From an optimization exercise on the open Yosys and OpenROAD flow, aimed at small area, a short achievable clock period and few clock cycles; shortcuts taken in it are not production practice. The RTL was checked by simulation tests, not by an equivalence proof against the original design.

==> umber <==
Design pressure_temp_compensator, start of the top module:
module pressure_temp_compensator (
    input  wire        clk,
    input  wire        rst,         
    input  wire        req_valid,
    input  wire        req_write,
    input  wire [5:0]  req_addr,    
    input  wire [31:0] req_wdata,
    output wire        req_ready,
    output wire [31:0] rdata
);
    localparam A_CMD = 6'd0, A_STATUS = 6'd1, A_CRC = 6'd2,
               A_D1 = 6'd12, A_D2 = 6'd13, A_BASELINE = 6'd20,
               A_TEMP_I = 6'd24, A_PRES_I = 6'd25, A_TEMP_F = 6'd26, A_PRES_F = 6'd27,
               A_HT_TEMP_N = 6'd28, A_HT_HUM_N = 6'd29, A_HT_TEMP_F = 6'd30,
               A_HT_HUM_F = 6'd31;
    localparam E_OK = 4'd0, E_CAL = 4'd1, E_CALINV = 4'd2, E_FRAME = 4'd3,
               E_BASE = 4'd4, E_NOPRES = 4'd5, E_ILLEGAL = 4'd6;
    localparam W = 52;
    reg [15:0] coef0, coef1, coef2, coef3, coef4, coef5, coef6;
    reg [23:0] d1, d2;
    reg [7:0]  frame0, frame1, frame2, frame3, frame4, frame5;
    reg [31:0] baseline;
    reg        cal_valid, pt_valid, ht_valid, alt_valid, t_crc_ok, h_crc_ok, wlock;
    reg [3:0]  err;
    reg [3:0]  crc4_calc, crc4_stored;
    reg [7:0]  crc8_t, crc8_h;
    reg [19:0] temp_i;           
    reg [27:0] pres_i;           
    reg [31:0] temp_f, pres_f;
    reg [24:0] ht_temp_n;        
    reg [22:0] ht_hum_n;
    reg [31:0] ht_temp_f, ht_hum_f;
    reg        pt_pend, pend_ti, pend_pi, pend_tf, pend_pf, pend_htf, pend_hhf;
  ...
==> flow/config.mk <==
export PLATFORM = sky130hd
export DESIGN_NAME = pressure_temp_compensator
export DESIGN_NICKNAME = pressure_temp_compensator
export VERILOG_FILES = /design/flow/design.v
export SDC_FILE = /design/flow/constraint.sdc
export NUM_CORES = 4
export LEC_CHECK = 0
export CAP_MARGIN = 20
export CORE_MARGIN = 2
export CORE_UTILIZATION = 40
export PLACE_DENSITY = 0.6
export SETUP_SLACK_MARGIN = 5
export SLEW_MARGIN = 20
==> flow/constraint.sdc <==
create_clock -name core_clock -period 15.0 [get_ports {clk}]
set_input_delay 3.0000 -clock core_clock [delete_from_list [all_inputs] [get_ports {clk}]]
set_output_delay 3.0000 -clock core_clock [all_outputs]
set_load 0.01 [all_outputs]
run.sh (not shown) runs the stock make flow with config.mk's settings and CLKGATE_MAP_FILE= SYNTH_SCRIPT=/design/flow/synth_recipe.tcl, a recipe that flattens the netlist after the stock synthesis.
==> delta (differences from umber) <==
--- a/flow/design.v
+++ b/flow/design.v
@@ -120,13 +120,13 @@
     reg [19:0] temp_i;           
     reg [27:0] pres_i;           
     reg [31:0] temp_f, pres_f;
     reg [24:0] ht_temp_n;        
     reg [22:0] ht_hum_n;
     reg [31:0] ht_temp_f, ht_hum_f;
-    reg        pt_pend, pend_ti, pend_pi, pend_tf, pend_pf, pend_htf, pend_hhf;
+    reg        pt_pend, pend_ti, pend_pi, pend_tf, pend_pf, pend_htn, pend_hhn, pend_htf, pend_hhf;
     reg        j_t, j_p, j_ht, j_hh;
     function [3:0] crc4(input [15:0] c0, input [15:0] c1, input [15:0] c2,
                         input [15:0] c3, input [15:0] c4, input [15:0] c5,
                         input [15:0] c6);
         reg [127:0] stream;
         reg [15:0]  r;
@@ -166,12 +166,14 @@
     always @(*) begin
         case (req_addr)
             A_TEMP_I:    rd_block = pend_ti;
             A_PRES_I:    rd_block = pend_pi;
             A_TEMP_F:    rd_block = pend_tf;
             A_PRES_F:    rd_block = pend_pf;
+            A_HT_TEMP_N: rd_block = pend_htn;
+            A_HT_HUM_N:  rd_block = pend_hhn;
             A_HT_TEMP_F: rd_block = pend_htf;
             A_HT_HUM_F:  rd_block = pend_hhf;
             default:     rd_block = 1'b0;
         endcase
     end
     assign req_ready = req_write ? !busy : !rd_block;
@@ -229,16 +231,16 @@
     reg  [39:0] n_r;             
     wire low1 = qt_r[17];                        
     wire low2 = ($signed(qt_r) < -18'sd3500);    
     wire dT_neg = dT_r[24];
     wire dT_pos = !dT_r[24] && (dT_r != 25'd0);
     wire signed [22:0] ta23 = {{5{qt_r[17]}}, qt_r};
-    wire signed [22:0] bs_nx = low2 ? ((ta23 <<< 4) + (ta23 <<< 3) + (ta23 <<< 1) + ta23 + 23'sd154000)
-                                    : ((ta23 <<< 2) + ta23);
-    wire signed [22:0] bo_nx = low2 ? ((ta23 <<< 4) + (ta23 <<< 1) + ta23 + 23'sd98000)
-                                    : ((ta23 <<< 2) + ta23);
+    wire        bsel  = (ph == 4'd1);
+    wire signed [22:0] bx_nx = (low2 ? (ta23 <<< 4) : 23'sd0) + ((low2 && bsel) ? (ta23 <<< 3) : 23'sd0)
+                             + (low2 ? 23'sd0 : (ta23 <<< 2)) + (low2 ? (ta23 <<< 1) : 23'sd0) + ta23
+                             + (low2 ? (bsel ? 23'sd154000 : 23'sd98000) : 23'sd0);
     reg  [24:0]  ma;
     reg  [25:0]  mb;
     reg          mneg;
     reg  [W-1:0] mz1, mz2, mk;
     wire [W-1:0] mr;
     always @(*) begin
@@ -277,27 +279,34 @@
             mk   = 52'd1;
         end
         4'd6: begin      
             ma = {1'b0, d1};
             mb = {7'd0, s_r[18:0]};
         end
-        default: begin   
+        4'd7: begin      
             ma  = {1'b0, d1};
             mb  = {{6{s_r[38]}}, s_r[38:19]};
             mz1 = {27'd0, x_r[24:0]};
             mz2 = {{10{n_r[39]}}, n_r, 2'd0};
         end
+        4'd9: begin      
+            ma  = {9'd0, frame0, frame1};
+            mb  = 26'd175;
+            mz1 = -52'sd2949075;
+        end
+        4'd10: begin     
+            ma  = {9'd0, frame3, frame4};
+            mb  = 26'd125;
+            mz1 = -52'sd393210;
+        end
+        default: ;
         endcase
     end
     ptc_mul u_mul (.a(ma), .b(mb), .neg(mneg), .z1(mz1), .z2(mz2), .k(mk), .r(mr));
-    wire [15:0] raw_t = {frame0, frame1};
-    wire [15:0] raw_h = {frame3, frame4};
-    wire signed [24:0] nt_nx  = $signed({9'd0, raw_t} * 25'd175) - 25'sd2949075;
-    wire signed [24:0] nh_lin = $signed({9'd0, raw_h} * 25'd125) - 25'sd393210;
-    wire [22:0] nh_nx = nh_lin[24] ? 23'd0 :
-                        (nh_lin > 25'sd6553500) ? 23'd6553500 : nh_lin[22:0];
+    wire [22:0] nh_nx = mr[W-1] ? 23'd0 :
+                        (mr[24:0] > 25'd6553500) ? 23'd6553500 : mr[22:0];
     wire        cv_in_valid = j_t | j_p | j_ht | j_hh;
     reg  [27:0] cv_in_v;
     reg  [1:0]  cv_in_dest;
     always @(*) begin
         if (j_t)       begin cv_in_v = {{8{temp_i[19]}}, temp_i};       cv_in_dest = 2'd0; end
         else if (j_p)  begin cv_in_v = pres_i;                          cv_in_dest = 2'd1; end
@@ -314,32 +323,33 @@
     );
     reg  [3:0] ph_nx;
     always @(*) begin
         case (ph)
             4'd0:    ph_nx = mr[40] ? 4'd1 : 4'd3;
             4'd3:    ph_nx = low1 ? 4'd4 : 4'd5;
+            4'd10:   ph_nx = 4'd8;
             default: ph_nx = ph + 4'd1;
         endcase
     end
     wire temp_step   = (ph == 4'd1) || (ph == 4'd3 && !low1);
     wire temp_commit = temp_step && (pt_pend || pt_go);
     wire [19:0] temp_val = (ph == 4'd1) ? mr[50:31] : ({{2{qt_r[17]}}, qt_r} + 20'd2000);
     wire pres_commit = (ph == 4'd7) && pt_pend;
     always @(posedge clk) begin
         dT_r <= rst ? 25'd0 : ({1'b0, d2_nx} - {1'b0, c5_nx, 8'd0});
         if (ph == 4'd0) qt_r <= mr[40:23];
         case (ph)
-            4'd1: x_r <= {{16{bs_nx[22]}}, bs_nx};
+            4'd1: x_r <= {{16{bx_nx[22]}}, bx_nx};
             4'd2: x_r <= {1'b0, mr[39:2]};   
             4'd4: x_r <= mr[39:1];           
             4'd6: x_r <= {14'd0, mr[43:19]};
             default: ;
         endcase
         if (ph == 4'd3) s_r <= mr[45:7];
         case (ph)
-            4'd1: n_r <= {{17{bo_nx[22]}}, bo_nx};
+            4'd2: n_r <= {{17{bx_nx[22]}}, bx_nx};
             4'd5: n_r <= mr[45:6];
             default: ;
         endcase
         if (rst) begin
             coef0 <= 16'd0; coef1 <= 16'd0; coef2 <= 16'd0; coef3 <= 16'd0;
             coef4 <= 16'd0; coef5 <= 16'd0; coef6 <= 16'd0;
@@ -352,17 +362,19 @@
             err <= E_OK;
             crc4_calc <= 4'd0; crc4_stored <= 4'd0; crc8_t <= 8'd0; crc8_h <= 8'd0;
             temp_i <= 20'd0; pres_i <= 28'd0; temp_f <= 32'd0; pres_f <= 32'd0;
             ht_temp_n <= 25'd0; ht_hum_n <= 23'd0; ht_temp_f <= 32'd0; ht_hum_f <= 32'd0;
             ph <= 4'd8;
             pt_pend <= 1'b0; pend_ti <= 1'b0; pend_pi <= 1'b0; pend_tf <= 1'b0;
-            pend_pf <= 1'b0; pend_htf <= 1'b0; pend_hhf <= 1'b0;
+            pend_pf <= 1'b0; pend_htn <= 1'b0; pend_hhn <= 1'b0; pend_htf <= 1'b0; pend_hhf <= 1'b0;
             j_t <= 1'b0; j_p <= 1'b0; j_ht <= 1'b0; j_hh <= 1'b0;
         end else begin
             if (wr_d1 || wr_d2 || wr_coef)
                 ph <= 4'd0;
+            else if (ht_go)
+                ph <= 4'd9;
             else if (pt_go)
                 ph <= (ph <= 4'd1 || temp_step) ? ph_nx : 4'd0;
             else if (ph != 4'd8)
                 ph <= ph_nx;
             if (j_t)       j_t  <= 1'b0;
             else if (j_p)  j_p  <= 1'b0;
@@ -370,12 +382,22 @@
             else if (j_hh) j_hh <= 1'b0;
             if (temp_commit) begin
                 temp_i  <= temp_val;
                 pend_ti <= 1'b0;
                 j_t     <= 1'b1;
             end
+            if (ph == 4'd9) begin
+                ht_temp_n <= mr[24:0];
+                pend_htn  <= 1'b0;
+                j_ht      <= 1'b1;
+            end
+            if (ph == 4'd10) begin
+                ht_hum_n  <= nh_nx;
+                pend_hhn  <= 1'b0;
+                j_hh      <= 1'b1;
+            end
             if (pres_commit) begin
                 pres_i  <= mr[44:17];
                 pt_pend <= 1'b0;
                 pend_pi <= 1'b0;
                 j_p     <= 1'b1;
             end
@@ -419,20 +441,18 @@
                         t_crc_ok <= t_ok_now;
                         h_crc_ok <= h_ok_now;
                         if (!(t_ok_now && h_ok_now)) begin
                             ht_valid <= 1'b0;
                             err <= E_FRAME;
                         end else begin
-                            ht_temp_n <= nt_nx;
-                            ht_hum_n  <= nh_nx;
+                            pend_htn  <= 1'b1;
+                            pend_hhn  <= 1'b1;
                             ht_valid  <= 1'b1;
                             err       <= E_OK;
                             pend_htf  <= 1'b1;
                             pend_hhf  <= 1'b1;
-                            j_ht      <= 1'b1;
-                            j_hh      <= 1'b1;
                         end
                     end else if (req_wdata == 32'd4) begin
                         if (!pt_valid) begin
                             alt_valid <= 1'b0;
                             err <= E_NOPRES;
                         end else if (!base_ok) begin
CORE_UTILIZATION = 50   (was 40)
PLACE_DENSITY = 0.68   (was 0.6)
==> comparison <==
umber finished clean. delta went through all stages and came out clean. Hold slack: umber is better than delta (0.0027 ns). Against umber, the flip-flop and latch count of delta is higher by 2. Between delta and umber, the lower via count is in delta (gap 3.0%, measured against umber). Of umber and delta, delta has the higher clock skew (gap 0.031 ns). Wire length: delta is lower than umber (about 4%). Between delta and umber, the lower critical path depth is in umber (gap 24). Global-route usage: umber is lower than delta (10 points).
==> figures <==
| item | umber | delta |
|---|---|---|
| Total number of vias | 69500 | 67400 |
| Post-synthesis share of cell area spent on full adders, half adders and majority gates | 27.9% | 24.3% |
| Seq. cell area | 15700 um^2 | 15700 um^2 |
| Worst path arrival time | 6.91 ns | 10.62 ns |
| Launching element of the worst setup path | req_addr[1] | ph[0]$_SDFFE_PP0P_ |
| Finished Layout Cells | 11400 | 10200 |
| Metal2 WL | 137 mm | 127 mm |
| Max Clk Rate | 0.101 GHz | 0.100 GHz |
| Multi-In Gates | 6639 | 6163 |
| Core Box Area | 188000 um^2 | 138000 um^2 |
| Slowest Stage Delay on Critical Path | 0.79 ns | 0.59 ns |
| Run status | no timing/DRC/antenna violations | no timing/DRC/antenna violations |
| Total length of routed wires | 327 mm | 314 mm |
| Global-route wire length before repair | 471 mm | 445 mm |
| Layout inverter count without the clock tree | 1040 | 898 |
| Antenna diode count | 12 | 17 |
Testbench counts of umber, summed over its fixed seeds: cycles 4,839.
Testbench counts of delta, summed over its fixed seeds: cycles 4,839.

==> re-timing with driven ports <==
The flow's constraints put no driver on any port. The routed layouts listed below were extracted and timed again, unchanged, in two steps. Step 1 (the two cells are an assumption about what drives the block):
set clk [get_ports {clk}]
set_driving_cell -lib_cell sky130_fd_sc_hd__clkbuf_16 $clk
set_driving_cell -lib_cell sky130_fd_sc_hd__buf_2 [delete_from_list [all_inputs] $clk]
Step 2 also shifts input and output timing later by t, the mid clock arrival at the registers, as if the neighbouring blocks saw the same clock. Slacks: ideal ports / drivers / drivers and shift; pairs: ideal ports / drivers.
run	t, ns	setup WS [ns]	hold slack, ns	cell pins on the clock port's net
umber	0.778	5.087 / 5.066 / 4.752	0.457 / 0.457 / 0.457	1
delta	0.758	5.027 / 5.027 / 5.015	0.454 / 0.454 / 0.454	1
After both steps every run listed still meets setup and hold. The setup slack of umber, which loses most, moves by -0.021 ns with the drivers and by -0.335 ns with both steps.
